This design comes from an exercise in tuning for small area, a short achievable clock period and few clock cycles on the open sky130 flow, not from production work.
Only simulation tests tie the RTL to the original design; equivalence was not proved.
Power is estimated from default activity; no workload was simulated.

===== flow/design.v =====
module manchester_decoder #(
    parameter integer W           = 16,
    parameter integer NOISE_FLOOR = 64,
    parameter integer N_SAMPLES   = 260
) (
    input  wire          clk,
    input  wire          rst,
    input  wire          op_valid,
    output wire          op_ready,
    input  wire [W+3:0]  op_word,
    output reg           rsp_valid,
    output wire          rsp_ok,
    output wire [39:0]   rsp_data,
    output wire [1:0]    state,
    output wire          cap_en,
    output wire          trig_both,
    output wire          ctr_clear
);
    localparam [2:0] OP_START    = 3'd1;
    localparam [2:0] OP_EDGE     = 3'd2;
    localparam [2:0] OP_OVF      = 3'd3;
    localparam [2:0] OP_DECODE   = 3'd4;
    localparam [2:0] OP_GETSTATE = 3'd5;
    localparam [2:0] OP_GETFAC   = 3'd6;
    localparam [2:0] OP_GETUID   = 3'd7;
    localparam [1:0] S_INIT        = 2'd0;
    localparam [1:0] S_FIND_PERIOD = 2'd1;
    localparam [1:0] S_CAPTURE     = 2'd2;
    localparam [1:0] S_DONE        = 2'd3;
    localparam [2:0] RK_ZERO  = 3'd0;
    localparam [2:0] RK_STATE = 3'd1;
    localparam [2:0] RK_FAC   = 3'd2;
    localparam [2:0] RK_UID   = 3'd3;
    localparam [2:0] RK_DECOK = 3'd4;
    localparam [2:0] RK_FAIL  = 3'd6;    
    localparam [2:0] RK_NRDY  = 3'd7;    
    localparam [1:0] T_SEARCH = 2'd0;
    localparam [1:0] T_FRAME  = 2'd1;
    localparam [1:0] T_OFF    = 2'd2;
    localparam integer QN = 55;          
    localparam [3:0] R_0  = 4'b0001;     
    localparam [3:0] R_8  = 4'b0101;     
    localparam [3:0] R_10 = 4'b0111;     
    localparam [2:0] C_0  = 3'b001;      
    localparam [2:0] C_4  = 3'b111;      
    wire [2:0]   op       = op_word[W+3:W+1];
    wire         level    = op_word[W];
    wire [W-1:0] interval = op_word[W-1:0];
    reg  [1:0]    state_q;
    reg           cap_en_q;
    reg           trig_both_q;
    reg           ready_q;       
    reg           clr_en;        
    reg           bwait;         
    reg  [8:0]    cnt;           
    reg  [W-1:0]  min_interval;  
    reg  [17:0]   b3;            
    reg  [2:0]    b5h;           
    reg           last;          
    reg           p_en_m0, p_en_p1, p_en_even, p_hq, p_sh;
    reg           p_level, p_tro, p_tre;
    reg  [4:0]    p_s0;          
    reg  [QN-1:0] hq;            
    reg  [1:0]    alive;         
    reg           o_sel;         
    reg  [1:0]    tst  [0:3];    
    reg  [3:0]    trn  [0:3];    
    reg  [2:0]    tcl  [0:3];    
    reg  [3:0]    cacc [0:3];
    reg           wvalid;
    reg  [1:0]    widx;
    reg  [39:0]   wdata;
    reg  [7:0]    facility;
    reg  [31:0]   uid;
    reg  [2:0]    rk;
    assign op_ready  = ready_q;
    assign state     = state_q;
    assign cap_en    = cap_en_q;
    assign trig_both = trig_both_q;
    wire accept   = op_valid && ready_q;
    assign ctr_clear = op_valid && clr_en && (op == OP_EDGE);
    wire r_dec = (rk == RK_DECOK);
    wire r_uid = r_dec || (rk == RK_UID);
    assign rsp_ok = !(rk[2] && rk[1]);
    assign rsp_data[39:32] = r_dec ? facility : 8'd0;
    assign rsp_data[31:8]  = r_uid ? uid[31:8] : 24'd0;
    assign rsp_data[7:2]   = r_uid ? uid[7:2] : (rk == RK_FAC) ? facility[7:2] : 6'd0;
    assign rsp_data[1:0]   = r_uid ? uid[1:0] : (rk == RK_FAC) ? facility[1:0] :
                             (rk == RK_STATE) ? state_q : (rk[2] && rk[1]) ? {1'b1, rk[0]} : 2'd0;
    wire [18:0] t3 = {1'b0, b3};
    wire [18:0] t5 = {b5h, min_interval};
    wire is_short = ({interval, 3'b111} >= t3) && ({interval, 3'b000} <= t5);
    wire is_long  = ({1'b0, interval, 2'b11} >= t3) && ({1'b0, interval, 2'b00} <= t5);
    wire noise    = (interval < NOISE_FLOOR);
    wire edge_ok   = accept && (op == OP_EDGE) && cap_en_q && !noise;
    wire valid_cap = edge_ok && (state_q == S_CAPTURE) && (is_short || is_long);
    wire two       = !is_short;
    wire s0_odd    = cnt[0];
    wire second    = two && (cnt != 9'd387);
    wire odd_pres  = s0_odd || second;
    wire even_pres = !s0_odd || second;
    wire trans1    = level ^ last;
    wire [8:0] cnt_o = cnt | 9'd1;
    wire en_m0   = odd_pres && (cnt_o <= 9'd383);
    wire en_p1   = odd_pres && (cnt_o >= 9'd131) && (cnt_o <= 9'd385);
    wire en_even = even_pres && (cnt != 9'd128) && (cnt <= 9'd384);
    wire [1:0] alive_n;
    assign alive_n[0] = alive[0] && !(p_en_m0 && !p_tro);
    assign alive_n[1] = alive[1] && !(p_en_even && !p_tre);
    wire x4    = hq[0] ^ hq[1] ^ hq[2] ^ hq[3];
    wire rp_m0 = p_level ^ x4;
    wire rp_p1 = p_level ^ hq[4];
    wire rp_p0 = !(p_level ^ (p_sh ? hq[3] : hq[4]));
    wire rp_m1 = !(p_sh ? (p_level ^ x4) : (x4 ^ hq[4]));
    wire sw    = alive[0] && !alive_n[0] && alive_n[1];
    wire o_eff = o_sel || sw;
    reg [3:0] c_en, c_b, u_en, u_b, u_rp;
    integer u;
    always @* begin
        for (u = 0; u < 4; u = u + 1) begin
            if (u % 2 == 0) begin    
                c_en[u] = o_sel ? p_en_even : p_en_m0;
                u_en[u] = o_eff ? p_en_even : p_en_m0;
                c_b[u]  = p_level ^ (u / 2);
                u_b[u]  = p_level ^ (u / 2);
                u_rp[u] = (o_eff ? rp_m1 : rp_m0) ^ (u / 2);
            end else begin           
                c_en[u] = o_sel ? p_en_p1 : p_en_even;
                u_en[u] = o_eff ? p_en_p1 : p_en_even;
                c_b[u]  = (o_sel ? !p_tro : !p_tre) ^ (u / 2);
                u_b[u]  = (o_eff ? !p_tro : !p_tre) ^ (u / 2);
                u_rp[u] = (o_eff ? rp_p1 : rp_p0) ^ (u / 2);
            end
        end
    end
    wire [4:0] s0m1 = p_s0 - 5'd1;
    wire [4:0] s0m2 = p_s0 - 5'd2;
    wire [3:0] n_m = (p_s0 == 5'd0) ? 4'd0 : s0m1[4:1];
    wire [3:0] n_p = (p_s0 < 5'd2) ? 4'd0 : s0m2[4:1];
    reg  [1:0] pre_tst  [0:3];
    reg  [3:0] pre_trn  [0:3];
    reg  [2:0] pre_tcl  [0:3];
    reg  [3:0] pre_cacc [0:3];
    reg        pv;
    reg  [3:0] pn;
    always @* begin
        for (u = 0; u < 4; u = u + 1) begin
            pv = (u % 2 == 0) ? (p_level ^ (u / 2)) : (u / 2);
            pn = (u % 2 == 0) ? n_m : n_p;
            pre_tst[u]  = T_SEARCH;
            pre_trn[u]  = R_0;
            pre_tcl[u]  = C_0;
            pre_cacc[u] = 4'd0;
            if (pv) begin
                case (pn)
                4'd0:  pre_trn[u] = 4'b0001;
                4'd1:  pre_trn[u] = 4'b0010;
                4'd2:  pre_trn[u] = 4'b0100;
                4'd3:  pre_trn[u] = 4'b1001;
                4'd4:  pre_trn[u] = 4'b0011;
                4'd5:  pre_trn[u] = 4'b0110;
                4'd6:  pre_trn[u] = 4'b1101;
                4'd7:  pre_trn[u] = 4'b1010;
                4'd8:  pre_trn[u] = 4'b0101;
                4'd9:  begin pre_tst[u] = T_FRAME; end
                4'd10: begin pre_tst[u] = T_FRAME; pre_tcl[u] = 3'b010; pre_cacc[u] = 4'b0001; end
                4'd11: begin pre_tst[u] = T_FRAME; pre_tcl[u] = 3'b101; pre_cacc[u] = 4'b0011; end
                4'd12: begin pre_tst[u] = T_FRAME; pre_tcl[u] = 3'b011; pre_cacc[u] = 4'b0111; end
                4'd13: begin pre_tst[u] = T_FRAME; pre_tcl[u] = 3'b111; pre_cacc[u] = 4'b1111; end
                default: pre_tst[u] = T_OFF;
                endcase
            end
        end
    end
    reg [3:0] cand;
    always @* begin
        for (u = 0; u < 4; u = u + 1)
            cand[u] = c_en[u] && (tst[u] == T_FRAME) && (trn[u] == R_10) &&
                      (tcl[u] == C_4) && !c_b[u] && (cacc[u] == 4'd0) && alive_n[o_sel];
    end
    reg [1:0] t_new;
    always @* begin
        t_new = 2'd3;
        for (u = 3; u >= 0; u = u - 1)
            if (cand[u]) t_new = u;
    end
    wire take = (|cand) && (!wvalid || (t_new < widx));
    wire n_off = o_sel;
    wire n_inv = t_new[1];
    wire n_enc = t_new[0];
    wire selm  = !n_off || p_sh;      
    wire selp  = !n_off && p_sh;      
    wire pol   = n_inv ^ (n_off && !n_enc);
    reg [39:0] ndata;
    integer r, c, d;
    always @* begin
        for (r = 0; r < 10; r = r + 1)
            for (c = 0; c < 4; c = c + 1) begin
                d = 54 - 5 * r - c;
                ndata[39 - 4 * r - c] = pol ^ (n_enc ?
                    (selp ? (hq[d-2] ^ hq[d-1]) : (hq[d-1] ^ hq[d])) :
                    (selm ? hq[d-1] : hq[d]));
            end
    end
    wire [8:0] cnt_p1 = cnt + 9'd1;
    wire [8:0] cnt_p2 = cnt + 9'd2;
    wire [W-1:0] min_next = (interval < min_interval) ? interval : min_interval;
    wire end_fp = edge_ok && (state_q == S_FIND_PERIOD) && (cnt[6:0] == 7'd127);
    wire [18:0] m3 = {2'b00, min_interval, 1'b0} + {3'b000, min_interval};
    wire [18:0] m5 = {1'b0, min_interval, 2'b00} + {3'b000, min_interval};
    wire dec_now = accept && (op == OP_DECODE) && (state_q == S_DONE);
    reg  [1:0] cs_tst;
    reg  [3:0] cs_trn;
    reg  [2:0] cs_tcl;
    reg  [3:0] cs_cacc;
    always @(posedge clk) begin
        for (u = 0; u < 4; u = u + 1) begin
            if (bwait) begin
                tst[u] <= T_SEARCH;
                trn[u] <= R_0;
            end else if (sw || u_en[u]) begin
                cs_tst  = sw ? pre_tst[u]  : tst[u];
                cs_trn  = sw ? pre_trn[u]  : trn[u];
                cs_tcl  = sw ? pre_tcl[u]  : tcl[u];
                cs_cacc = sw ? pre_cacc[u] : cacc[u];
                tst[u]  <= cs_tst;
                trn[u]  <= cs_trn;
                tcl[u]  <= cs_tcl;
                cacc[u] <= cs_cacc;
                if (u_en[u]) begin
                    case (cs_tst)
                    T_SEARCH: begin
                        if (!u_b[u]) begin
                            trn[u] <= R_0;
                        end else if (cs_trn == R_8) begin
                            tst[u]  <= T_FRAME;
                            trn[u]  <= R_0;
                            tcl[u]  <= C_0;
                            cacc[u] <= 4'd0;
                        end else begin
                            trn[u] <= {cs_trn[2:0], cs_trn[3] ^ cs_trn[2]};
                        end
                    end
                    T_FRAME: begin
                        if (cs_tcl != C_4) begin
                            cacc[u] <= {cs_cacc[2:0], cs_cacc[3] ^ u_b[u]};
                            tcl[u]  <= {cs_tcl[1:0], cs_tcl[2] ^ cs_tcl[1]};
                        end else if (cs_trn != R_10) begin
                            if (u_rp[u])
                                tst[u] <= T_OFF;
                            tcl[u]  <= C_0;
                            trn[u]  <= {cs_trn[2:0], cs_trn[3] ^ cs_trn[2]};
                        end else begin
                            tst[u] <= T_OFF;
                        end
                    end
                    default: ;
                    endcase
                end
            end
        end
        if (bwait)
            o_sel <= 1'b0;
        else if (sw)
            o_sel <= 1'b1;
        if (bwait) begin
            alive  <= 2'b11;
            wvalid <= 1'b0;
        end else begin
            alive <= alive_n;
            if (take) begin
                wvalid <= 1'b1;
                widx   <= t_new;
                wdata  <= ndata;
            end
        end
        if (p_hq)
            hq <= {hq[QN-2:0], p_level};
        p_en_m0   <= valid_cap && en_m0;
        p_en_p1   <= valid_cap && en_p1;
        p_en_even <= valid_cap && en_even;
        p_hq      <= valid_cap && odd_pres;
        p_sh      <= s0_odd;
        p_level   <= level;
        p_tro     <= s0_odd && trans1;
        p_tre     <= !s0_odd && trans1;
        p_s0      <= (cnt[8:5] == 4'b0100) ? cnt[4:0] : 5'd31;
        if (valid_cap)
            last <= level;
        if (rst) begin
            state_q     <= S_INIT;
            cap_en_q    <= 1'b0;
            trig_both_q <= 1'b0;
            ready_q     <= 1'b1;
            clr_en      <= 1'b0;
            bwait       <= 1'b0;
            facility    <= 8'd0;
            uid         <= 32'd0;
            rsp_valid   <= 1'b0;
            p_en_m0     <= 1'b0;
            p_en_p1     <= 1'b0;
            p_en_even   <= 1'b0;
            p_hq        <= 1'b0;
        end else begin
            rsp_valid <= accept;
            bwait     <= 1'b0;
            ready_q   <= 1'b1;
            clr_en    <= cap_en_q;
            if (bwait) begin
                b3                 <= m3[17:0];
                {b5h, min_interval} <= m5;
                trig_both_q        <= 1'b1;
                state_q            <= S_CAPTURE;
                rsp_valid          <= 1'b1;
            end
            if (accept) begin
                rk <= RK_ZERO;
                case (op)
                OP_START: begin
                    state_q     <= S_INIT;
                    trig_both_q <= 1'b0;
                    cap_en_q    <= 1'b1;
                    clr_en      <= 1'b1;
                end
                OP_OVF: begin
                    if (cap_en_q)
                        state_q <= S_INIT;
                end
                OP_EDGE: begin
                    if (cap_en_q) begin
                        if (noise) begin
                            state_q <= S_INIT;
                        end else begin
                            case (state_q)
                            S_INIT: begin
                                cnt          <= 9'd0;
                                min_interval <= {W{1'b1}};
                                trig_both_q  <= 1'b0;
                                if (level)
                                    state_q <= S_FIND_PERIOD;
                            end
                            S_FIND_PERIOD: begin
                                min_interval <= min_next;
                                cnt          <= cnt_p1;
                                if (cnt[6:0] == 7'd127) begin
                                    rsp_valid <= 1'b0;
                                    bwait     <= 1'b1;
                                    ready_q   <= 1'b0;
                                    clr_en    <= 1'b0;
                                end
                            end
                            S_CAPTURE: begin
                                if (!is_short && !is_long) begin
                                    state_q <= S_INIT;
                                end else begin
                                    cnt <= two ? cnt_p2 : cnt_p1;
                                    if (cnt == 9'd387 || (two && cnt == 9'd386)) begin
                                        cap_en_q <= 1'b0;
                                        clr_en   <= 1'b0;
                                        state_q  <= S_DONE;
                                    end
                                end
                            end
                            default: ;
                            endcase
                        end
                    end
                end
                OP_DECODE: begin
                    if (state_q != S_DONE)
                        rk <= RK_NRDY;
                end
                OP_GETSTATE: rk <= RK_STATE;
                OP_GETFAC:   rk <= RK_FAC;
                OP_GETUID:   rk <= RK_UID;
                default: ;
                endcase
            end
            if (dec_now) begin
                if (wvalid && alive[o_sel]) begin
                    facility <= wdata[39:32];
                    uid      <= wdata[31:0];
                    rk       <= RK_DECOK;
                end else begin
                    rk <= RK_FAIL;
                end
            end
        end
    end
endmodule

===== flow/flow/run.sh =====
#!/bin/bash
set -euo pipefail
export BUFFER_PORTS_ARGS="-buffer_cell sky130_fd_sc_hd__buf_2"
export SETUP_SLACK_MARGIN=5.8
bash standard.sh > standard_flow.log 2>&1

===== flow/standard.sh =====
#!/bin/bash
# synth_recipe.tcl (not shown) runs the flow's synth.tcl, then flattens the netlist and writes it again
# the make line also repeats each setting of config.mk as NAME=value (left out here)
make -C /OpenROAD-flow-scripts/flow DESIGN_CONFIG=/design/flow/config.mk WORK_HOME=/design/flow/orfs CLKGATE_MAP_FILE= SYNTH_SCRIPT=/design/flow/synth_recipe.tcl "${@:-finish}"

===== flow/config.mk =====
export PLATFORM = sky130hd
export DESIGN_NAME = manchester_decoder
export DESIGN_NICKNAME = manchester_decoder
export VERILOG_FILES = /design/flow/design.v
export SDC_FILE = /design/flow/constraint.sdc
export NUM_CORES = 4
export LEC_CHECK = 0
export ABC_CLOCK_PERIOD_IN_PS = 4500
export CAP_MARGIN = 20
export CORE_MARGIN = 2
export CORE_UTILIZATION = 40
export PLACE_DENSITY = 0.6
export SLEW_MARGIN = 20

===== flow/constraint.sdc =====
create_clock -name core_clock -period 10.0 [get_ports {clk}]
set_input_delay 2.0000 -clock core_clock [delete_from_list [all_inputs] [get_ports {clk}]]
set_output_delay 2.0000 -clock core_clock [all_outputs]
set_load 0.01 [all_outputs]

==> results.tsv, run 1 <==
metric	value	unit
start_util	40.5	%
synth_compound_area_share	24.1	%
drt_first_pass_iters	6	
rsz0062_at_grt	true	
pwr-share-comb	32.2	%
layout_common_cells	nand2_1, edfxtp_1, a21oi_1	
max-cap-violations	0	
fin_tns_setup	0	ps
clk_pin_slew	60	ps
endpoint_kind	output port	
layout_commonest_cell	nand2_1	
dieArea	47500	um2
cp_max_fo	2	
grt_first_pass_wirelength	84900	um
ios	71	
place.detailed.hpwl	36500	um
grt_use_total	22.0	%
routabilityCongestion	0.923	
timing_hold_violations_final	0	
cts_tree	yes	
grt_max_degree	57	
synthesis.nets	2247	
slew_headroom	39.0	%
synth_top_family_by_area	compound AO/OA/AOI/OAI gates	
maxSlewViolCount	0	
antenna_found_initial	1	
async_reset_ff_share	0	%
hold_end	uid[11]	
dp_slack	5280	ps
holdBufCountCts	0	
required	8000	ps
drive_gt1_share	11.6	%
grt_overflow	0	
fillCellCount	4438	
synth_edf_count	175	
power_leakage	7.89	nW
peakVddDrop	0.183	mV
r2r_slack	6060	ps
via_per_inst	5.97	
synth.cell_area	18300	um2
die_w	218	um
synthAdderAreaFrac	10.1	%
r2r-start	p_s0[1]	
powerDensity	174	nW/um2
synth_simple_gate_area_share	18.5	%
instances_no_fill	2739	
synth_ff_type	edfxtp_1	
p_sw_share	32.7	%
dieHeight	218	um
p_seq_share	36.2	%
setup_viol	0	
nets	2282	
whs_path_depth	2	
first_global_vias	15500	
synth_top_cell_area_share	28.7	%
route.detailed.drc	0	
core	45300	um2
crit_type	in2out	
rows	78	
worst_pin_slew	910	ps
pwr-share-clk	31.5	%
muxShareOfSynthArea	1.09	%
avgSynthCellArea	8.82	um2
reg2regPathDepth	13	
crit_start	op_word[19]	
worst_slack	5520	ps
placed_cells	2664	
root_buffer	clkbuf_16	
switchingPower	0.00118	W
fin_skew	19.6	ps
hp-start	uid[11]	
r2r_end	trn[0][0]	
yosysWarningCount	9	
synth_area_leaders	edfxtp_1, ha_1, dfxtp_1	
syn_to_final_growth	13.4	%
outcome	timing/DRC/antenna clean	
arrival	2480	ps
synth_area_leader_cell	edfxtp_1	
syn_inst	2078	
period_minus_slack	4480	ps
max_freq	0.223	GHz
cts-buffers-inserted	31	
drtIter0Drc	1527	
hold_path_class	reg2reg	
cts_buffer_depth	3	
synth_xor_area_share	3.77	%
internal_power	0.00243	W
synthDistinctLibCells	91	
ant_nets	0	
cts_sinks	264	
synth-seq-cells	264	
htreeDepth	1	
start_kind	primary input	
insertion_delay	590	ps
period_share	44.8	%
port_buffers	70	
vias	16400	
wl_per_cell	19.4	um
ys_seq_area_share	38.4	%
drt_wl_total	53100	um
-- Yosys cell counts (12+ instances only) --
cell	count
o211ai_1	31
buf_2	13
mux2i_1	12
a31oi_1	21
xnor2_1	56
nor2_1	136
xor2_1	21
and2_1	50
clkbuf_1	79
a22oi_1	34
a21oi_1	172
a21o_1	25
and3_1	13
nor2b_1	24
nor3_1	68
a211oi_1	27
o22ai_1	63
nand2b_1	20
o21a_1	32
o21ai_0	110
a22o_1	12
inv_1	84
ha_1	144
dfxtp_1	89
o32ai_1	15
nand2_1	247
nand4_1	14
nand3_1	89
edfxtp_1	175
-- flip-flops by register name, summed over array words and instances, names as in the netlist, 12 cells and up --
signal and count:
tcl 12, trn 16, cacc 16, uid 32, b3 18, wdata 40, min_interval 16, hq 55
-- layout make-up --
class                           count  area (um2)  share of cell area (%)
Inverter                           86         327                    1.57
Timing Repair Buffer              105         797                    3.84
Tap cell                          600         751                    3.61
Clock buffer                       47         928                    4.47
Sequential cell                   264        7040                    33.9
Antenna cell                        1        2.50                  0.0120
Multi-Input combinational cell   1625       10800                    52.1
Clock inverter                     11        98.8                   0.476
-- power by group through the flow --
stage	Combinational, W	Clock, W	Sequential [W]
2_1_floorplan	0.000904	0	0.00131
5_1_grt	0.00132	0.00121	0.00132
4_1_cts	0.00115	0.00117	0.00131
3_5_place_dp	0.00113	0	0.00133
6_report	0.00116	0.00114	0.00131
3_3_place_gp	0.00110	0	0.00133
-- worst max-delay path by stage --
stage / endpoint / cells past startpoint
2_1_floorplan: ctr_clear / 2
3_3_place_gp: min_interval[1] / 8
3_5_place_dp: cnt[8] / 11
4_1_cts: ctr_clear / 4
5_1_grt: ctr_clear / 4
6_report: ctr_clear / 4
-- worst max-delay path, cell delays in order --
cell and delay (ps):
buf_8 100, nand2b_4 140, nor3_4 100, buf_2 140
-- metrics by stage --
step / instance area (um2) / util (%) / total power (W) / hold slack [ps]
floorplan: 18400 / - / 0.00221 / 372
CTS: 20500 / 45.2 / 0.00363 / 452
global placement: 19200 / 42.5 / 0.00243 / 437
detailed placement: 19200 / 42.5 / 0.00247 / 444
finish: 20800 / 45.9 / 0.00361 / 451
global route: 20800 / 45.9 / 0.00384 / 468
-- per-layer routing --
layer	vias up	global-route usage [%]	routed length (um)
met5	-	0	13
met1	7864	31.4	24400
met2	534	34.1	23700
met4	2	7.55	1780
li1	7856	-	-
met3	107	2.86	3200
-- cells by family after synthesis --
| group | after synthesis |
|---|---|
| compound gates | 667 |
| flops | 264 |
| fa+ha+maj | 146 |
| buf+inv | 191 |
| simple gates | 714 |
| mux | 18 |
| xor+xnor | 78 |
-- repair_timing --
action                                  CTS  global route
gates cloned                              2             1
resized for setup                        30            62
endpoints found under the setup margin   41            63
pin swaps                                 3            19
setup buffers                             9             4
Testbench counts, summed over its fixed seeds: cycles 16,552.
==> run 2, diff against run 1 <==
--- a/flow/config.mk
+++ b/flow/config.mk
@@ -5,6 +5,7 @@
 export SDC_FILE = /design/flow/constraint.sdc
 export NUM_CORES = 4
 export LEC_CHECK = 0
+export ABC_AREA = 1
 export ABC_CLOCK_PERIOD_IN_PS = 4500
 export CAP_MARGIN = 20
 export CORE_MARGIN = 2
==> run 2 against run 1 <==
Still clean on timing, DRC and antenna. Final cell count is 12% higher. Critical path depth is 3 higher. Die area is 1.1% higher. Routed wire length is 8.8% lower. Critical path type unchanged. Largest power group is now the clock network. Highest routed layer is now met4.
==> results.tsv, run 2 <==
metric	value	unit
synthDistinctLibCells	65	
power_leakage	9.12	nW
ys_seq_area_share	38.0	%
switchingPower	0.000637	W
synth.cell_area	18500	um2
final_area	20700	um2
syn_to_final_growth	11.8	%
cts-buffers-inserted	34	
ant_nets	0	
synth_edf_count	175	
clk_pin_slew	60	ps
grt_first_pass_wirelength	78300	um
powerDensity	129	nW/um2
core	45600	um2
synth_ff_type	edfxtp_1	
synth-seq-cells	264	
port_buffers	70	
required	8000	ps
pwr-share-comb	8.1	%
synth_top_family_by_area	simple AND/OR/NAND/NOR gates	
pwr-share-clk	47.7	%
routabilityCongestion	0.899	
via_per_inst	5.29	
wl_per_cell	15.8	um
vias	16200	
dieHeight	219	um
layout_common_cells	nand2_1, inv_1, o21ai_0	
layout_commonest_cell	nand2_1	
synth_xor_area_share	6.24	%
muxShareOfSynthArea	0.561	%
drt_wl_total	48400	um
period_minus_slack	4590	ps
drt_first_pass_iters	5	
fin_tns_setup	0	ps
cp_max_fo	2	
max_freq	0.218	GHz
yosysWarningCount	9	
internal_power	0.00203	W
avgSynthCellArea	7.81	um2
cts_tree	yes	
multi_input_area	9920	um2
async_reset_ff_share	0	%
top_regs	hq (55), wdata (40), uid (32)	
seq_area	7040	um2
outcome	timing/DRC/antenna clean	
start_kind	primary input	
p_sw_share	23.9	%
fin_skew	15.3	ps
dieArea	48100	um2
met3_usage	3.22	%
utilization	45.4	%
arrival	2590	ps
yosysMostFrequentCell	nand2_1	
synth_compound_area_share	15.7	%
drtIter0Drc	1281	
worst_pin_slew	927	ps
grtUsageMet1	27.4	%
route.detailed.drc	0	
maxSlewViolCount	0	
cts_sinks	264	
synth_simple_gate_area_share	20.6	%
antenna_cells	0	
cts_buffer_depth	3	
drive_gt1_share	10.0	%
max-cap-violations	0	
grt_overflow	0	
timing_hold_violations_final	0	
hold_path_class	reg2reg	
insertion_delay	540	ps
place.detailed.hpwl	34500	um
synthAdderAreaFrac	9.94	%
largest_register_ffs	55	
htreeDepth	2	
grt_use_met2	33.1	%
top_usage_layer	met2	
peakVddDrop	0.0938	mV
synth_area_leader_cell	edfxtp_1	
grt_use_total	20.2	%
endpoint_kind	output port	
rows	78	
p_total	0.00267	W
nets	2602	
placed_area	19400	um2
top_register	hq	
die_w	219	um
syn_inst	2372	
synthTopCellsByCount	nand2_1, inv_1, o21ai_0	
synth_top_cell_area_share	28.4	%
root_buffer	clkbuf_16	
antenna_found_initial	0	
p_seq_share	44.2	%
period_share	45.9	%
fillCellCount	4459	
slew_headroom	38.2	%
synth_area_leaders	edfxtp_1, nand2_1, ha_1	
holdBufCountCts	0	
crit_type	in2out	
first_global_vias	15500	
start_util	40.7	%
setup_viol	0	
ios	71	
rsz0062_at_grt	true	
synthesis.nets	2541	
worst_slack	5410	ps
dp_slack	5200	ps
grt_max_degree	82	
[run 2: changes by cell type after synthesis, moves of 25 or more]
cell	before	now
o22ai_1	63	11
o21ai_0	110	206
nor3_1	68	24
inv_1	84	322
nor2_1	136	181
xor2_1	21	68
nand2_1	247	515
inv_2	0	25
and2_1	50	0
clkbuf_1	79	37
a211oi_1	27	0
a22oi_1	34	2
[run 2: timing repair]
item / CTS / global route
setup buffers: 7 / 0
gates resized for setup: 13 / 4
pin swaps: 3 / 0
gates cloned: 1 / 0
endpoints found under the setup margin: 33 / 100
[run 2: logic make-up after synthesis]
family                   after synthesis
AND/OR/NAND/NOR                      894
XOR/XNOR                             132
AO/OA/AOI/OAI                        514
flip-flops                           264
buffers and inverters                412
multiplexers                          10
adder cells (fa/ha/maj)              146
[run 2: worst paths after layout]
kind / startpoint / endpoint / slack (ps) / cells after the start
setup / recovery: op_word[19] / ctr_clear / 5410 / 7
hold / removal: hq[2] / hq[3] / 470 / 0
setup reg to reg: p_level / wdata[6] / 6200 / 11
hold reg to reg: hq[2] / hq[3] / 470 / 0
[run 2: cell type report]
type / count / area share, %
flip-flops and latches: 264 / 34.0
clock buffers: 44 / 4.44
clock inverters: 17 / 1.14
multi-input cells: 1696 / 47.9
repair inverters: 1 / 0.0363
inverters: 349 / 6.42
well taps: 600 / 3.63
repair buffers: 87 / 2.44
[run 2: worst max-delay path: stages]
cell    delay, ps
buf_8         100
nor2_4        100
inv_2          60
nor2_4         90
inv_2          60
nor2_4         70
buf_6         100
[run 2: layer usage]
layer	up-vias	part of all wire, %
li1	8015	-
met1	7621	47
met2	453	46
met3	75	5.4
met4	0	2.2
met5	-	0
[run 2: stage by stage]
stage,hold WS (ps),std cells
floorplan,409,2372
global placement,457,2989
detailed placement,457,2989
CTS,469,3058
global route,492,3058
finish,468,3058
[run 2: power groups by stage]
stage | clock network [W] | logic, W | registers [W]
after floorplan | 0 | 0.000151 | 0.00120
after global placement | 0 | 0.000202 | 0.00120
after detailed placement | 0 | 0.000209 | 0.00120
after CTS | 0.00130 | 0.000213 | 0.00118
after global routing | 0.00134 | 0.000243 | 0.00118
final | 0.00127 | 0.000215 | 0.00118
==> run 3, diff against run 2 <==
==> flow/run.sh (new file) <==
#!/bin/bash
# synth_recipe.tcl (not shown) runs the flow's synth.tcl, then flattens the netlist and writes it again
# the make line also repeats each setting of config.mk as NAME=value (left out here)
make -C /OpenROAD-flow-scripts/flow DESIGN_CONFIG=/design/flow/config.mk WORK_HOME=/design/flow/orfs CLKGATE_MAP_FILE= SYNTH_SCRIPT=/design/flow/synth_recipe.tcl finish
--- a/flow/config.mk
+++ b/flow/config.mk
@@ -5,10 +5,10 @@
 export SDC_FILE = /design/flow/constraint.sdc
 export NUM_CORES = 4
 export LEC_CHECK = 0
-export ABC_AREA = 1
-export ABC_CLOCK_PERIOD_IN_PS = 4500
+export ABC_CLOCK_PERIOD_IN_PS = 5000
 export CAP_MARGIN = 20
 export CORE_MARGIN = 2
 export CORE_UTILIZATION = 40
 export PLACE_DENSITY = 0.6
+export SETUP_SLACK_MARGIN = 5
 export SLEW_MARGIN = 20
removed: flow/flow/run.sh
removed: flow/standard.sh
==> run 3 against run 2 <==
Clock power decreased by 3%. Maximum frequency shrank 6.9%. Worst setup slack worse by 340 ps. Critical path depth shrank 4. Combinational power rose to 5.4 times the previous value. Synthesized area down 1.1%. Register-to-register slack got worse by 690 ps. Synthesized cell count decreased by 12%. Clock-buffer cell count up 2. Hold slack lost 24 ps. Routed wire length is 9.9% higher. Clock skew is 14 ps higher.
==> results.tsv, run 3 <==
metric	value	unit
port_buffers	70	
worst_slack	5070	ps
setup_viol	0	
start_util	40.5	%
hold_path_class	reg2reg	
grt_overflow	0	
powerDensity	179	nW/um2
syn_inst	2078	
max_freq	0.203	GHz
grt_max_degree	66	
routed-wl-met3	3320	um
holdBufCountCts	0	
largest_register_ffs	55	
cts_buffer_depth	3	
seq_area	7040	um2
dieArea	47500	um2
rows	78	
postCtsSetupBuffers	0	
core	45300	um2
period_minus_slack	4930	ps
required	8000	ps
maxSlewViolCount	0	
drt_first_pass_iters	6	
synthesis.nets	2247	
antenna_cells	0	
synthDistinctLibCells	91	
dr_wl_met2	24300	um
cts_sinks	264	
ant_nets	0	
power_leakage	7.66	nW
htreeDepth	2	
fillCellCount	4401	
multi_input_area	10600	um2
layout_common_cells	nand2_1, edfxtp_1, a21oi_1	
async_reset_ff_share	0	%
synth_top_cell_area_share	28.7	%
slowest_delay	490	ps
synth.cell_area	18300	um2
routabilityCongestion	0.940	
cpMaxStageDelayCell	clkdlybuf4s50_1	
first_global_vias	15400	
synth_edf_count	175	
vias	16300	
route.detailed.drc	0	
wirelength_met1	24200	um
drt_wl_total	53200	um
insertion_delay	540	ps
top_register	hq	
synthTopCellsByCount	nand2_1, edfxtp_1, a21oi_1	
synth-seq-cells	264	
wl_per_cell	19.5	um
layout_commonest_cell	nand2_1	
clk_pin_slew	50	ps
period_share	49.3	%
syn_to_final_growth	12.9	%
cts_tree	yes	
max-cap-violations	0	
nets	2271	
drtIter0Drc	1711	
synth_ff_type	edfxtp_1	
grt_use_total	22.0	%
timing_hold_violations_final	0	
via_per_inst	5.98	
fin_tns_setup	0	ps
worst_pin_slew	923	ps
antenna_found_initial	1	
die_w	218	um
fin_skew	29.6	ps
top_layer_used	met4	
rsz0062_at_grt	true	
cts-buffers-inserted	35	
crit_type	in2out	
ios	71	
dp_slack	4260	ps
drive_gt1_share	5.88	%
slew_headroom	38.1	%
place.detailed.hpwl	37000	um
yosysMostFrequentCell	nand2_1	
cp_max_fo	5	
ys_seq_area_share	38.4	%
grt_first_pass_wirelength	84700	um
root_buffer	clkbuf_16	
start_kind	primary input	
arrival	2930	ps
synth_area_leader_cell	edfxtp_1	
outcome	timing/DRC/antenna clean	
dieHeight	218	um
yosysWarningCount	9	
cp_cell_sequence	clkdlybuf4s50_1 -> nor3_2 -> clkdlybuf4s15_2	
top_regs	hq (55), wdata (40), uid (32)	
endpoint_kind	output port	
fin_hold_ws	444	ps
synth_area_leaders	edfxtp_1, ha_1, dfxtp_1	
avgSynthCellArea	8.82	um2
peakVddDrop	0.147	mV
-- run 3: cell count changes in the layout (fill, tap and decap cells not counted), moves of 39 or more --
cell and change:
xor2_1 -47, nand2_1 -266, inv_1 -235, and2_1 +49, o21ai_0 -96, buf_2 -66
o22ai_1 +52, nor3_1 +40, nor2_1 -39, clkdlybuf4s50_1 +65
-- run 3: path summary, 6_finish.rpt --
path / startpoint / endpoint / slack, ps / cells past startpoint
worst max register to register: p_s0[3] / trn[0][0] / 5510 / 12
worst max-delay path: op_word[17] / ctr_clear / 5070 / 3
worst min-delay path: uid[13] / uid[13] / 440 / 2
worst min register to register: uid[13] / uid[13] / 440 / 2
-- run 3: worst max-delay path, delay by kind of cell --
family        cells  cell delay, ps
simple gates      1             200
buf+inv           2             730
-- run 3: timing repair --
action	in CTS	in global routing
cloned	0	0
endpoints found under the setup margin	40	40
endpoints found under the hold margin	0	0
resized for setup	9	5
-- run 3: area by class of cell --
| class | instances | area share [%] |
|---|---|---|
| repair buffers | 92 | 4.17 |
| inverters | 86 | 1.56 |
| well taps | 600 | 3.63 |
| multi-input cells | 1623 | 51.3 |
| clock buffers | 46 | 4.68 |
| flip-flops and latches | 264 | 34.0 |
| clock inverters | 16 | 0.665 |
-- run 3: cells by family (layout without fill, tap and decap cells) --
| logic type | after synthesis | count (layout) | synth area share (%) |
|---|---|---|---|
| xor gates and xnor gates | 78 | 78 | 3.77 |
| buffers and inverters | 191 | 240 | 4.13 |
| DFF | 264 | 264 | 38.4 |
| adders and majority gates | 146 | 146 | 10.1 |
| muxes | 18 | 18 | 1.09 |
| and+or+nand+nor | 714 | 714 | 18.5 |
| AOI/OAI and AO/OA | 667 | 667 | 24.1 |
-- run 3: metrics by stage --
stage / total power, W / instance area [um2] / utilization (%) / cells
CTS: 0.00373 / 20700 / 45.6 / 2727
global placement: 0.00245 / 19500 / 43.2 / 2665
detailed placement: 0.00248 / 19500 / 43.2 / 2665
global route: 0.00394 / 20700 / 45.7 / 2727
finish: 0.00370 / 20700 / 45.7 / 2727
floorplan: 0.00221 / 18300 / - / 2078
-- run 3: power by group --
| group | switching [W] | internal [W] |
|---|---|---|
| Sequential | 0.0000642 | 0.00125 |
| Clock | 0.000494 | 0.000735 |
| Combinational | 0.000649 | 0.000512 |
-- run 3: per-layer routing --
layer  vias to the layer above  GRT usage, %
li1                       7828             -
met3                        94          3.18
met2                       563          35.1
met1                      7822          30.8
met5                         -             0
met4                         0          7.01
==> run 4, diff against run 3 <==
--- a/flow/design.v
+++ b/flow/design.v
@@ -69,6 +69,8 @@
     reg  [3:0]    cacc [0:3];
     reg           wvalid;
     reg  [1:0]    widx;
+    reg           pend;          
+    reg  [1:0]    pend_u;
     reg  [39:0]   wdata;
     reg  [7:0]    facility;
     reg  [31:0]   uid;
@@ -178,28 +180,35 @@
             cand[u] = c_en[u] && (tst[u] == T_FRAME) && (trn[u] == R_10) &&
                       (tcl[u] == C_4) && !c_b[u] && (cacc[u] == 4'd0) && alive_n[o_sel];
     end
-    reg [1:0] t_new;
+    wire even_first = !p_sh && p_hq;      
+    reg  [3:0] cap_set, pend_set, now_ok;
+    always @* begin
+        for (u = 0; u < 4; u = u + 1) begin
+            now_ok[u]   = (u % 2 == 0) ? o_sel : (o_sel || even_first);
+            cap_set[u]  = (cand[u] && now_ok[u]) || (pend && p_hq && (pend_u == u));
+            pend_set[u] = (cand[u] && !now_ok[u]) || (pend && !p_hq && (pend_u == u));
+        end
+    end
+    reg [1:0] t_new, p_new;
     always @* begin
         t_new = 2'd3;
-        for (u = 3; u >= 0; u = u - 1)
-            if (cand[u]) t_new = u;
+        p_new = 2'd3;
+        for (u = 3; u >= 0; u = u - 1) begin
+            if (cap_set[u])  t_new = u;
+            if (pend_set[u]) p_new = u;
+        end
     end
-    wire take = (|cand) && (!wvalid || (t_new < widx));
-    wire n_off = o_sel;
+    wire take = (|cap_set) && (!wvalid || (t_new < widx));
     wire n_inv = t_new[1];
     wire n_enc = t_new[0];
-    wire selm  = !n_off || p_sh;      
-    wire selp  = !n_off && p_sh;      
-    wire pol   = n_inv ^ (n_off && !n_enc);
+    wire pol   = n_inv ^ (o_sel && !n_enc);
     reg [39:0] ndata;
     integer r, c, d;
     always @* begin
         for (r = 0; r < 10; r = r + 1)
             for (c = 0; c < 4; c = c + 1) begin
                 d = 54 - 5 * r - c;
-                ndata[39 - 4 * r - c] = pol ^ (n_enc ?
-                    (selp ? (hq[d-2] ^ hq[d-1]) : (hq[d-1] ^ hq[d])) :
-                    (selm ? hq[d-1] : hq[d]));
+                ndata[39 - 4 * r - c] = pol ^ (n_enc ? (hq[d-1] ^ hq[d]) : hq[d]);
             end
     end
     wire [8:0] cnt_p1 = cnt + 9'd1;
@@ -266,8 +275,11 @@
         if (bwait) begin
             alive  <= 2'b11;
             wvalid <= 1'b0;
+            pend   <= 1'b0;
         end else begin
-            alive <= alive_n;
+            alive  <= alive_n;
+            pend   <= |pend_set;
+            pend_u <= p_new;
             if (take) begin
                 wvalid <= 1'b1;
                 widx   <= t_new;
==> flow/flow/run.sh (new file) <==
#!/bin/bash
set -euo pipefail
export BUFFER_PORTS_ARGS="-buffer_cell sky130_fd_sc_hd__buf_2"
export SETUP_SLACK_MARGIN=5.5
bash standard.sh > standard_flow.log 2>&1
==> flow/standard.sh (new file) <==
#!/bin/bash
# synth_recipe.tcl (not shown) runs the flow's synth.tcl, then flattens the netlist and writes it again
# the make line also repeats each setting of config.mk as NAME=value (left out here)
make -C /OpenROAD-flow-scripts/flow DESIGN_CONFIG=/design/flow/config.mk WORK_HOME=/design/flow/orfs CLKGATE_MAP_FILE= SYNTH_SCRIPT=/design/flow/synth_recipe.tcl "${@:-finish}"
--- a/flow/config.mk
+++ b/flow/config.mk
@@ -5,10 +5,9 @@
 export SDC_FILE = /design/flow/constraint.sdc
 export NUM_CORES = 4
 export LEC_CHECK = 0
-export ABC_CLOCK_PERIOD_IN_PS = 5000
+export ABC_CLOCK_PERIOD_IN_PS = 4500
 export CAP_MARGIN = 20
 export CORE_MARGIN = 2
 export CORE_UTILIZATION = 40
 export PLACE_DENSITY = 0.6
-export SETUP_SLACK_MARGIN = 5
 export SLEW_MARGIN = 20
removed: flow/run.sh
==> run 4 against run 3 <==
Still clean on timing, DRC and antenna. Via count is 14% lower. Worst setup slack improved by 370 ps. Global-route usage shrank 2.3 points. Critical path depth rose by 2. Maximum frequency grew 8.1%. Sequential cell count grew 3. Clock power shrank 7%. Register-to-register slack improved by 250 ps. Total power down 32%. Synthesized area is 6.6% lower. Critical endpoint unchanged. Largest cell class unchanged.
==> results.tsv, run 4 <==
metric	value	unit
outcome	timing/DRC/antenna clean	
max-cap-violations	0	
synth_compound_area_share	19.6	%
cp_cell_sequence	buf_8 -> nor2b_4 -> nand3_2 -> nor2_4 -> buf_6	
top_register	hq	
endpoint_kind	output port	
period_share	45.6	%
synthAdderAreaFrac	10.8	%
muxShareOfSynthArea	0.834	%
cts_sinks	267	
yosysWarningCount	9	
first_global_vias	14000	
r2r_slack	5760	ps
crit_type	in2out	
holdBufCountCts	0	
antenna_cells	0	
insertion_delay	590	ps
place.detailed.hpwl	31600	um
synthesis.nets	1996	
nets	2051	
pwr-share-clk	45.7	%
fin_skew	25.2	ps
pwr-share-comb	7.3	%
switchingPower	0.000593	W
synth-seq-cells	267	
dieHeight	211	um
layout_common_cells	nand2_1, edfxtp_1, ha_1	
hold_path_class	reg2reg	
drive_gt1_share	9.55	%
routabilityCongestion	0.887	
peakVddDrop	0.133	mV
timing_hold_violations_final	0	
avgSynthCellArea	9.36	um2
drt_first_pass_iters	7	
clk_pin_slew	60	ps
slowest_delay	140	ps
synth_ff_type	edfxtp_1	
rsz0062_at_grt	true	
synthDistinctLibCells	85	
cts_tree	yes	
async_reset_ff_share	0	%
synthTopCellsByCount	nand2_1, edfxtp_1, ha_1	
yosysMostFrequentCell	nand2_1	
drt_wl_total	44400	um
maxSlewViolCount	0	
cts_buffer_depth	3	
p_total	0.00252	W
slew_headroom	32.7	%
top_regs	hq (55), wdata (40), uid (32)	
antenna_found_initial	1	
root_buffer	clkbuf_16	
synth_area_leader_cell	edfxtp_1	
via_per_inst	5.76	
synth_xor_area_share	5.84	%
syn_to_final_growth	12.2	%
critPathTopFamily	simple AND/OR/NAND/NOR gates	
route.detailed.drc	0	
cpMaxStageDelayCell	nor2b_4	
utilization	45.7	%
wl_per_cell	18.1	um
synth_area_leaders	edfxtp_1, dfxtp_1, ha_1	
layout_commonest_cell	nand2_1	
ios	71	
port_buffers	70	
synth_simple_gate_area_share	17.9	%
period_minus_slack	4560	ps
required	8000	ps
ys_seq_area_share	41.6	%
grt_first_pass_wirelength	71500	um
rows	75	
die_w	211	um
cp.buffers_inverters	2	
largest_register_ffs	55	
vias	14100	
synth_edf_count	177	
drtIter0Drc	1098	
grt_use_total	19.7	%
start_kind	primary input	
power_leakage	7.29	nW
cp_max_fo	3	
powerDensity	131	nW/um2
internal_power	0.00193	W
arrival	2560	ps
cts-buffers-inserted	30	
syn_inst	1827	
worst_pin_slew	1010	ps
dieArea	44400	um2
core	42000	um2
ant_nets	0	
synth_top_family_by_area	compound AO/OA/AOI/OAI gates	
htreeDepth	1	
synth.cell_area	17100	um2
fin_tns_setup	0	ps
setup_viol	0	
start_util	40.7	%
max_freq	0.219	GHz
grt_overflow	0	
p_seq_share	46.9	%
p_sw_share	23.5	%
grt_max_degree	71	
synth_top_cell_area_share	31.1	%
## run 4: cell types whose count changed in the layout (fill, tap and decap cells not counted), sizes merged, moves of 12 or more
cell,change
nor2,-27
clkdlybuf4s50,-65
nor3,-33
a22oi,-18
xnor2,+50
nand3,-38
buf,+66
o21a,-12
o22ai,-41
o21ai,-45
a21oi,-33
xor2,-14
## run 4: worst reg2reg max path, stage by stage (launching register included)
cell	delay (ps)
dfxtp_1	810
nand2_1	320
o22ai_1	520
nor4b_2	620
a32o_1	370
nor2_1	130
ha_1	280
a21o_1	180
a21oi_4	130
buf_4	500
## run 4: per-layer routing
metal | global-route usage (%) | routed length [um] | vias to the layer above
li1 | - | - | 6848
met1 | 25.3 | 19400 | 6788
met2 | 34.0 | 21700 | 389
met3 | 3.00 | 2260 | 62
met4 | 6.44 | 971 | 2
met5 | 0 | 15 | -
## run 4: layout make-up
class                   instances  area [um2]
clock buffers                  36         803
clock inverters                20         230
fillers                      3957       22800
inverters                      86         323
multi-input cells            1408        9510
flip-flops and latches        267        7120
well taps                     539         674
repair buffers                 89         532
## run 4: power by group through the flow
| stage | combinational [W] | sequential (W) | clock (W) |
|---|---|---|---|
| finish | 0.000184 | 0.00118 | 0.00115 |
| global route | 0.000208 | 0.00118 | 0.00122 |
| CTS | 0.000182 | 0.00118 | 0.00118 |
| detailed placement | 0.000179 | 0.00121 | 0 |
| global placement | 0.000173 | 0.00121 | 0 |
| floorplan | 0.000129 | 0.00120 | 0 |
## run 4: final timing paths
check	startpoint	to	depth (start not counted)
max	op_word[18]	ctr_clear	5
min	uid[24]	uid[24]	2
max reg2reg	o_sel	wdata[9]	9
min reg2reg	uid[24]	uid[24]	2
## run 4: cell families (layout without fill, tap and decap cells)
kind of cell,count (synthesis),count (layout)
compound gates,496,496
flops,267,267
simple gates,638,638
buf+inv,152,231
xor+xnor,114,114
mux,14,14
fa+ha+maj,146,146
## run 4: metrics by stage
stage / hold slack, ps / area, um2 / setup slack [ps] / instances
global route: 469 / 19200 / 5410 / 2445
floorplan: 406 / 17100 / 5630 / 1827
CTS: 454 / 19100 / 5390 / 2441
finish: 452 / 19200 / 5440 / 2445
global placement: 430 / 18000 / 4990 / 2384
detailed placement: 438 / 18000 / 4950 / 2384
## run 4: timing repair
item,4_1_cts,5_1_grt
setup endpoints to repair,73,45
gates cloned,0,0
hold endpoints to repair,0,0
buffers inserted,1,4
gates resized for setup,14,7
pin swaps,2,1
Testbench counts of run 4, summed over its fixed seeds: cycles 16,552.
==> run 5, diff against run 4 <==
--- a/flow/config.mk
+++ b/flow/config.mk
@@ -8,6 +8,6 @@
 export ABC_CLOCK_PERIOD_IN_PS = 4500
 export CAP_MARGIN = 20
 export CORE_MARGIN = 2
-export CORE_UTILIZATION = 40
-export PLACE_DENSITY = 0.6
+export CORE_UTILIZATION = 60
+export PLACE_DENSITY = 0.75
 export SLEW_MARGIN = 20
==> run 5 against run 4 <==
Still clean. Total power shrank 1.4%. Clock-buffer cell count is the same. Critical path depth is the same. Clock skew shrank 6.6 ps. Register-to-register slack gained 20 ps. Sequential share of layout area grew 0.53 points. Clock power is essentially flat. Synthesized area is the same. Via count grew 2.3%. Non-clock buffer count shrank 1. Final cell count shrank 6.6%. Largest power group unchanged.
==> results.tsv, run 5 <==
metric	value	unit
insertion_delay	550	ps
vias	14400	
layout_commonest_cell	nand2_1	
synthesis.nets	1996	
rsz0062_at_grt	true	
top_register	hq	
ios	71	
drt_first_pass_iters	6	
drt_wl_total	42100	um
worst_pin_slew	987	ps
seq_area	7120	um2
multi_input_area	9480	um2
synth_area_leaders	edfxtp_1, dfxtp_1, ha_1	
largest_register_ffs	55	
holdBufCountCts	0	
p_total	0.00248	W
placed_area	17800	um2
cts_tree	yes	
endpoint_kind	output port	
synth_edf_count	177	
synth-seq-cells	267	
grt_use_total	27.6	%
instances_no_fill	2284	
grt_max_degree	71	
synthDistinctLibCells	85	
via_per_inst	6.31	
start_kind	primary input	
switchingPower	0.000566	W
clk_pin_slew	60	ps
peakVddDrop	0.154	mV
slew_headroom	34.2	%
async_reset_ff_share	0	%
ys_seq_area_share	41.6	%
arrival	2520	ps
synthTopCellsByCount	nand2_1, edfxtp_1, ha_1	
setup_viol	0	
route.detailed.drc	0	
root_buffer	clkbuf_16	
pwr-share-clk	45.0	%
syn_to_final_growth	10.6	%
powerDensity	131	nW/um2
port_buffers	70	
wl_per_cell	18.4	um
top_regs	hq (55), wdata (40), uid (32)	
maxSlewViolCount	0	
cts_buffer_depth	3	
outcome	timing/DRC/antenna clean	
place.detailed.hpwl	29900	um
drive_gt1_share	9.40	%
cp_max_fo	2	
fin_hold_ws	449	ps
synth_ff_type	edfxtp_1	
required	8000	ps
cts-buffers-inserted	30	
period_share	45.2	%
p_sw_share	22.8	%
fillCellCount	2237	
synth_top_cell_area_share	31.1	%
grt_first_pass_wirelength	69000	um
final_area	18900	um2
nets	2050	
first_global_vias	13900	
crit_type	in2out	
grt_overflow	0	
synth_area_leader_cell	edfxtp_1	
cts_sinks	267	
timing_hold_violations_final	0	
pwr-share-comb	7.4	%
yosysMostFrequentCell	nand2_1	
yosysWarningCount	9	
syn_inst	1827	
max-cap-violations	0	
htreeDepth	1	
layout_common_cells	nand2_1, edfxtp_1, ha_1	
ant_nets	0	
p_seq_share	47.6	%
start_util	61.2	%
avgSynthCellArea	9.36	um2
max_freq	0.221	GHz
routabilityCongestion	0.943	
antenna_found_initial	1	
dieArea	29900	um2
rows	61	
fin_skew	18.7	ps
die_w	173	um
dieHeight	173	um
placed_cells	2223	
period_minus_slack	4520	ps
synth.cell_area	17100	um2
internal_power	0.00192	W
power_leakage	7.27	nW
fin_tns_setup	0	ps
hold_path_class	reg2reg	
core	27900	um2
drtIter0Drc	1293	
run 5: worst paths after layout:
path / start / end / slack (ps) / cells after the start
max: op_word[18] / ctr_clear / 5480 / 5
min: uid[13] / uid[13] / 450 / 2
max reg2reg: p_s0[1] / cacc[2][1] / 5780 / 16
min reg2reg: uid[13] / uid[13] / 450 / 2
run 5: per-layer routing:
layer / part of all wire (%) / global-route usage [%]
met1: 44 / 36.7
met2: 48 / 46.6
met3: 5.8 / 3.34
met4: 3.0 / 9.75
met5: 0 / 0
run 5: what timing repair did:
| action | CTS | global route |
|---|---|---|
| resized for setup | 12 | 3 |
| buffers inserted | 3 | 1 |
| endpoints found under the setup margin | 59 | 38 |
| pin swaps | 2 | 1 |
| hold endpoints to repair | 0 | 0 |
run 5: per-stage QoR:
step / worst slack, ps / utilization [%]
after floorplan: 5630 / -
after global placement: 5020 / 63.8
after detailed placement: 4950 / 63.8
after CTS: 5490 / 67.6
after global routing: 5480 / 67.8
final: 5480 / 67.8
run 5: power by group through the flow:
stage	Combinational [W]	Clock (W)	Sequential [W]
global placement	0.000171	0	0.00121
global route	0.000206	0.00117	0.00118
floorplan	0.000129	0	0.00120
CTS	0.000181	0.00113	0.00118
detailed placement	0.000177	0	0.00121
finish	0.000184	0.00112	0.00118
run 5: cell families (layout without fill, tap and decap cells):
family,Yosys count,in the layout,share of synthesized area [%]
AOI/OAI and AO/OA,496,496,19.6
xor gates and xnor gates,114,114,5.84
adders and majority gates,146,146,10.8
buffers and inverters,152,230,3.46
DFF,267,267,41.6
muxes,14,14,0.834
other,0,1,0
and+or+nand+nor,638,638,17.9
run 5: layout make-up:
type,instances,area share [%]
Clock buffer,36,4.20
Clock inverter,20,1.15
Tap cell,378,2.50
Inverter,86,1.71
Antenna cell,1,0.0132
Sequential cell,267,37.6
Timing Repair Buffer,88,2.74
Multi-Input combinational cell,1408,50.1
run 5: critical path, stage by stage:
cell	delay [ps]
buf_8	80
nor2b_4	150
nand3_2	70
nor2_1	80
buf_2	140
==> run 6, diff against run 5 <==
--- a/flow/config.mk
+++ b/flow/config.mk
@@ -9,5 +9,8 @@
 export CAP_MARGIN = 20
 export CORE_MARGIN = 2
 export CORE_UTILIZATION = 60
+export CTS_BUF_LIST = sky130_fd_sc_hd__clkbuf_16
+export CTS_CLUSTER_DIAMETER = 100
+export CTS_CLUSTER_SIZE = 20
 export PLACE_DENSITY = 0.75
 export SLEW_MARGIN = 20
==> run 6 against run 5 <==
Combinational power barely moved. Routed wire length is 1.4% lower. First-iteration DRC count is 3.1% lower. Hold slack better by 2.0 ps. Largest cell class unchanged. Highest routed layer unchanged.
==> results.tsv, run 6 <==
metric	value	unit
first_global_vias	13700	
powerDensity	112	nW/um2
dieHeight	173	um
crit_type	in2out	
synthTopCellsByCount	nand2_1, edfxtp_1, ha_1	
max-cap-violations	0	
top_regs	hq (55), wdata (40), uid (32)	
grt_max_degree	71	
core	27900	um2
power_leakage	7.07	nW
dieArea	29900	um2
synth_area_leader_cell	edfxtp_1	
instances_no_fill	2258	
place.detailed.hpwl	29900	um
drive_gt1_share	8.09	%
p_total	0.00207	W
hold_path_class	reg2reg	
fin_tns_setup	0	ps
drt_wl_total	41500	um
reg2regPathDepth	16	
slowest_delay	150	ps
pwr-share-clk	34.0	%
routabilityCongestion	0.943	
period_minus_slack	4560	ps
root_buffer	clkbuf_16	
ios	71	
maxSlewViolCount	0	
yosysMostFrequentCell	nand2_1	
htreeDepth	1	
layout_common_cells	nand2_1, edfxtp_1, ha_1	
synth_top_cell_area_share	31.1	%
largest_register_ffs	55	
insertion_delay	510	ps
grt_use_total	27.2	%
vias	14200	
drt_first_pass_iters	6	
holdBufCountCts	0	
max_freq	0.219	GHz
required	8000	ps
slew_headroom	32.9	%
placed_cells	2223	
yosysWarningCount	9	
ant_nets	0	
layout_commonest_cell	nand2_1	
synth-seq-cells	267	
cp_cell_sequence	buf_8 -> nor2b_4 -> nand3_2 -> nor2_1 -> buf_2	
worst_pin_slew	1010	ps
avgSynthCellArea	9.36	um2
multi_input_area	9480	um2
cp.buffers_inverters	2	
critPathTopFamily	simple AND/OR/NAND/NOR gates	
synth_edf_count	177	
syn_to_final_growth	7.67	%
cts_buffer_depth	3	
timing_hold_violations_final	0	
endpoint_kind	output port	
grt_first_pass_wirelength	68200	um
switchingPower	0.000492	W
pwr-share-comb	8.9	%
rows	61	
top_register	hq	
clk_pin_slew	80	ps
cpMaxStageDelayCell	buf_2	
start_kind	primary input	
p_sw_share	23.8	%
cts_sinks	267	
wl_per_cell	18.4	um
arrival	2560	ps
syn_inst	1827	
cp.depth	5	
synth_ff_type	edfxtp_1	
synthDistinctLibCells	85	
route.detailed.drc	0	
synth_area_leaders	edfxtp_1, dfxtp_1, ha_1	
outcome	timing/DRC/antenna clean	
async_reset_ff_share	0	%
seq_area	7120	um2
nets	2038	
synthesis.nets	1996	
synth.cell_area	17100	um2
via_per_inst	6.29	
cts_tree	yes	
die_w	173	um
setup_viol	0	
ys_seq_area_share	41.6	%
rsz0062_at_grt	true	
fillCellCount	2288	
start_util	61.2	%
antenna_found_initial	1	
peakVddDrop	0.145	mV
grt_overflow	0	
drtIter0Drc	1253	
period_share	45.6	%
fin_skew	15.3	ps
whs_path_depth	2	
port_buffers	70	
cts-buffers-inserted	17	
internal_power	0.00157	W
p_seq_share	57.1	%
cp_max_fo	5	
## run 6: area by class of cell
class,instances,area share (%)
Antenna cell,1,0.0136
Inverter,86,1.75
Clock inverter,11,0.251
Timing Repair Buffer,89,2.85
Clock buffer,18,2.45
Multi-Input combinational cell,1408,51.5
Sequential cell,267,38.7
Tap cell,378,2.57
## run 6: routing by layer
metal / wire, um / GRT usage, % / vias to the layer above
met5: 0 / 0 / -
met4: 1310 / 9.60 / 0
met3: 2500 / 3.30 / 104
met2: 19700 / 46.0 / 481
met1: 18000 / 36.3 / 6807
li1: - / - / 6815
## run 6: power groups by stage
stage                     Clock [W]  Sequential (W)  Combinational [W]
after floorplan                   0         0.00120           0.000129
after global placement            0         0.00121           0.000171
after detailed placement          0         0.00121           0.000177
after CTS                  0.000714         0.00118           0.000179
after global routing       0.000752         0.00118           0.000206
final                      0.000702         0.00118           0.000184
## run 6: per-stage QoR
stage               cell area, um2  hold WS, ps  util (%)  setup slack, ps
floorplan                    17100          406         -             5630
global placement             17800          429      63.8             5020
detailed placement           17800          435      63.8             4950
CTS                          18300          454      65.7             5390
global route                 18400          471      65.9             5420
finish                       18400          451      65.9             5440
## run 6: worst register-to-register path, cell delays in order, from the launching register on
cell and delay, ps:
dfxtp_1 370, inv_1 130, ha_1 180, or3b_1 400, or2_2 350, nand2_1 200
inv_1 130, ha_1 210, a21o_1 250, o211a_1 190, a22oi_1 230, ha_1 220
inv_1 60, a211oi_2 390, a31oi_1 240, a21oi_1 310, o32ai_1 140
## run 6: path summary, 6_finish.rpt
kind / end / slack (ps) / start
worst max-delay path: ctr_clear / 5440 / op_word[18]
worst min-delay path: uid[13] / 450 / uid[13]
worst max register to register: cacc[2][1] / 5740 / p_s0[1]
worst min register to register: uid[13] / 450 / uid[13]
## run 6: kinds of logic after synthesis
family	after synthesis	synth area share (%)
fa+ha+maj	146	10.8
simple gates	638	17.9
mux	14	0.834
compound gates	496	19.6
flops	267	41.6
buf+inv	152	3.46
xor+xnor	114	5.84
## run 6: repair_timing
action / CTS / global route
gates resized for setup: 7 / 9
endpoints found under the setup margin: 67 / 38
buffers inserted: 1 / 4
pin swaps: 0 / 2
==> run 7, diff against run 6 <==
--- a/flow/config.mk
+++ b/flow/config.mk
@@ -9,8 +9,8 @@
 export CAP_MARGIN = 20
 export CORE_MARGIN = 2
 export CORE_UTILIZATION = 60
-export CTS_BUF_LIST = sky130_fd_sc_hd__clkbuf_16
-export CTS_CLUSTER_DIAMETER = 100
-export CTS_CLUSTER_SIZE = 20
+export CTS_BUF_LIST = sky130_fd_sc_hd__clkbuf_8
+export CTS_CLUSTER_DIAMETER = 75
+export CTS_CLUSTER_SIZE = 12
 export PLACE_DENSITY = 0.75
 export SLEW_MARGIN = 20
==> run 7 against run 6 <==
Still clean on timing, DRC and antenna. Maximum frequency rose by 0.81%. Clock power fell by 8.8%. Sequential cell count did not move. Via count rose by 0.44%. Combinational power barely moved. Die area did not move. Hold slack barely moved. Register-to-register slack improved by 20 ps. Clock skew rose by 9.2 ps. Cell area fell by 0.30%. Largest power group unchanged.
==> results.tsv, run 7 <==
metric	value	unit
outcome	timing/DRC/antenna clean	
endpoint_kind	output port	
syn_inst	1827	
max_freq	0.221	GHz
drtIter0Drc	1384	
dieHeight	173	um
clk_pin_slew	80	ps
cts-buffers-inserted	26	
start_kind	primary input	
reg2regPathDepth	16	
p_sw_share	24.9	%
power_leakage	7.08	nW
fin_skew	24.5	ps
rows	61	
wl_per_cell	18.3	um
nets	2045	
root_buffer	clkbuf_8	
core	27900	um2
yosysMostFrequentCell	nand2_1	
whs_path_depth	2	
place.detailed.hpwl	29900	um
htreeDepth	1	
via_per_inst	6.27	
required	8000	ps
layout_common_cells	nand2_1, edfxtp_1, ha_1	
p_seq_share	58.9	%
synth_area_leaders	edfxtp_1, dfxtp_1, ha_1	
internal_power	0.00150	W
period_minus_slack	4530	ps
r2r-start	p_s0[1]	
synthDistinctLibCells	85	
rsz0062_at_grt	true	
synth.cell_area	17100	um2
dr_wl_met2	19700	um
hold_path_class	reg2reg	
routabilityCongestion	0.943	
cp_max_fo	2	
die_w	173	um
top_regs	hq (55), wdata (40), uid (32)	
powerDensity	109	nW/um2
placed_area	17800	um2
slew_headroom	34.4	%
synth_ff_type	edfxtp_1	
wirelength_met1	18100	um
ant_nets	0	
insertion_delay	580	ps
maxSlewViolCount	0	
fin_tns_setup	0	ps
cts_buffer_depth	3	
synth_top_cell_area_share	31.1	%
start_util	61.2	%
route.detailed.drc	0	
first_global_vias	13700	
synth_edf_count	177	
port_buffers	70	
grt_overflow	0	
period_share	45.3	%
synthesis.nets	1996	
avgSynthCellArea	9.36	um2
synth_area_leader_cell	edfxtp_1	
layout_commonest_cell	nand2_1	
grt_max_degree	71	
worst_pin_slew	984	ps
setup_viol	0	
holdBufCountCts	0	
dieArea	29900	um2
utilization	65.7	%
grt_first_pass_wirelength	68500	um
vias	14300	
r2r_end	cacc[2][2]	
routed-wl-met3	2410	um
pwr-share-comb	9.2	%
yosysWarningCount	9	
syn_to_final_growth	7.35	%
ios	71	
cts_tree	yes	
crit_type	in2out	
grt_use_total	27.3	%
pwr-share-clk	31.9	%
p_total	0.00200	W
drt_wl_total	41600	um
synth-seq-cells	267	
final_area	18400	um2
largest_register_ffs	55	
synthTopCellsByCount	nand2_1, edfxtp_1, ha_1	
top_register	hq	
antenna_found_initial	1	
arrival	2530	ps
max-cap-violations	0	
drive_gt1_share	8.49	%
hold_end	uid[13]	
crit_start	op_word[17]	
r2r_slack	5760	ps
timing_hold_violations_final	0	
peakVddDrop	0.142	mV
async_reset_ff_share	0	%
ys_seq_area_share	41.6	%
cts_sinks	267	
drt_first_pass_iters	6	
top_layer_used	met4	
hp-start	uid[13]	
switchingPower	0.000498	W
-- run 7: worst max-delay path, cell delays in order --
cell	delay, ps
buf_8	100
nor2b_4	110
nand3_2	80
nor2_1	100
buf_2	140
-- run 7: metrics by stage --
step	setup slack, ps	std cells	hold slack (ps)
2_1_floorplan	5630	1827	406
3_3_place_gp	5020	2223	429
3_5_place_dp	4950	2223	435
4_1_cts	5480	2274	454
5_1_grt	5480	2275	471
6_report	5470	2275	451
-- run 7: worst max path at each step --
| stage | cells after the start | to | slack [ps] |
|---|---|---|---|
| after detailed placement | 10 | cnt[7] | 4950 |
| after global routing | 5 | ctr_clear | 5480 |
| after global placement | 10 | cnt[5] | 5020 |
| after floorplan | 3 | ctr_clear | 5630 |
| after CTS | 5 | ctr_clear | 5480 |
| final | 5 | ctr_clear | 5470 |
-- run 7: power groups by stage --
stage | Clock, W | Sequential (W) | Combinational (W)
5_1_grt | 0.000694 | 0.00118 | 0.000205
2_1_floorplan | 0 | 0.00120 | 0.000129
3_5_place_dp | 0 | 0.00121 | 0.000177
6_report | 0.000640 | 0.00118 | 0.000183
4_1_cts | 0.000656 | 0.00118 | 0.000180
3_3_place_gp | 0 | 0.00121 | 0.000171
-- run 7: cell families (layout without fill, tap and decap cells) --
kind of cell | after synthesis | in the layout | synth area share [%]
and+or+nand+nor | 638 | 638 | 17.9
AOI/OAI and AO/OA | 496 | 496 | 19.6
DFF | 267 | 267 | 41.6
buffers and inverters | 152 | 221 | 3.46
adders and majority gates | 146 | 146 | 10.8
xor gates and xnor gates | 114 | 114 | 5.84
muxes | 14 | 14 | 0.834
other | 0 | 1 | 0
-- run 7: metal layers --
metal / GRT usage (%) / vias up
met1: 36.7 / 6838
li1: - / 6827
met5: 0 / -
met2: 46.1 / 491
met4: 8.86 / 0
met3: 3.28 / 113
-- run 7: repair_timing --
| item | CTS | global route |
|---|---|---|
| resized for setup | 12 | 4 |
| pin swaps | 2 | 1 |
| buffers inserted | 3 | 0 |
| setup endpoints to repair | 59 | 53 |
-- run 7: layout make-up --
cell class	instances	area, um2
sequential	267	7120
antenna	1	2.50
timing repair buffer	87	498
inverter	86	323
fill	2317	9570
clock inverter	20	77.6
tap	378	473
multi-input combinational	1408	9490
clock buffer	28	385

==> afterwards: timing with drivers on the ports <==
Ports are ideal in the flow. The routed layouts listed here were re-timed in OpenROAD.
Step 1: set_driving_cell puts a clkbuf_16 on clk and a buf_2 on each other input, an assumption about the parent block.
Step 2 times the ports against the registers' clock, not the clock port: input delays grow and output delays shrink by t, the midpoint of the rising clock arrivals with the driver on.
Slacks: ideal / step 1 / step 2; pairs: ideal / step 1.
run	shift t [ns]	setup slack, ns	worst register clock-pin slew, ns
run 1	0.630	5.517 / 5.476 / 5.254	0.06 / 0.06
run 2	0.595	5.410 / 5.367 / 5.367	0.06 / 0.06
run 3	0.578	5.070 / 5.045 / 4.649	0.06 / 0.06
run 4	0.637	5.439 / 5.339 / 5.044	0.07 / 0.07
run 5	0.592	5.480 / 5.403 / 5.064	0.06 / 0.06
run 6	0.551	5.436 / 5.376 / 5.060	0.09 / 0.09
run 7	0.609	5.473 / 5.397 / 4.998	0.09 / 0.09
After both steps setup and hold are still met in every run listed. For run 7, which loses most, drivers alone change the setup slack by -0.076 ns; drivers and shift together by -0.475 ns.
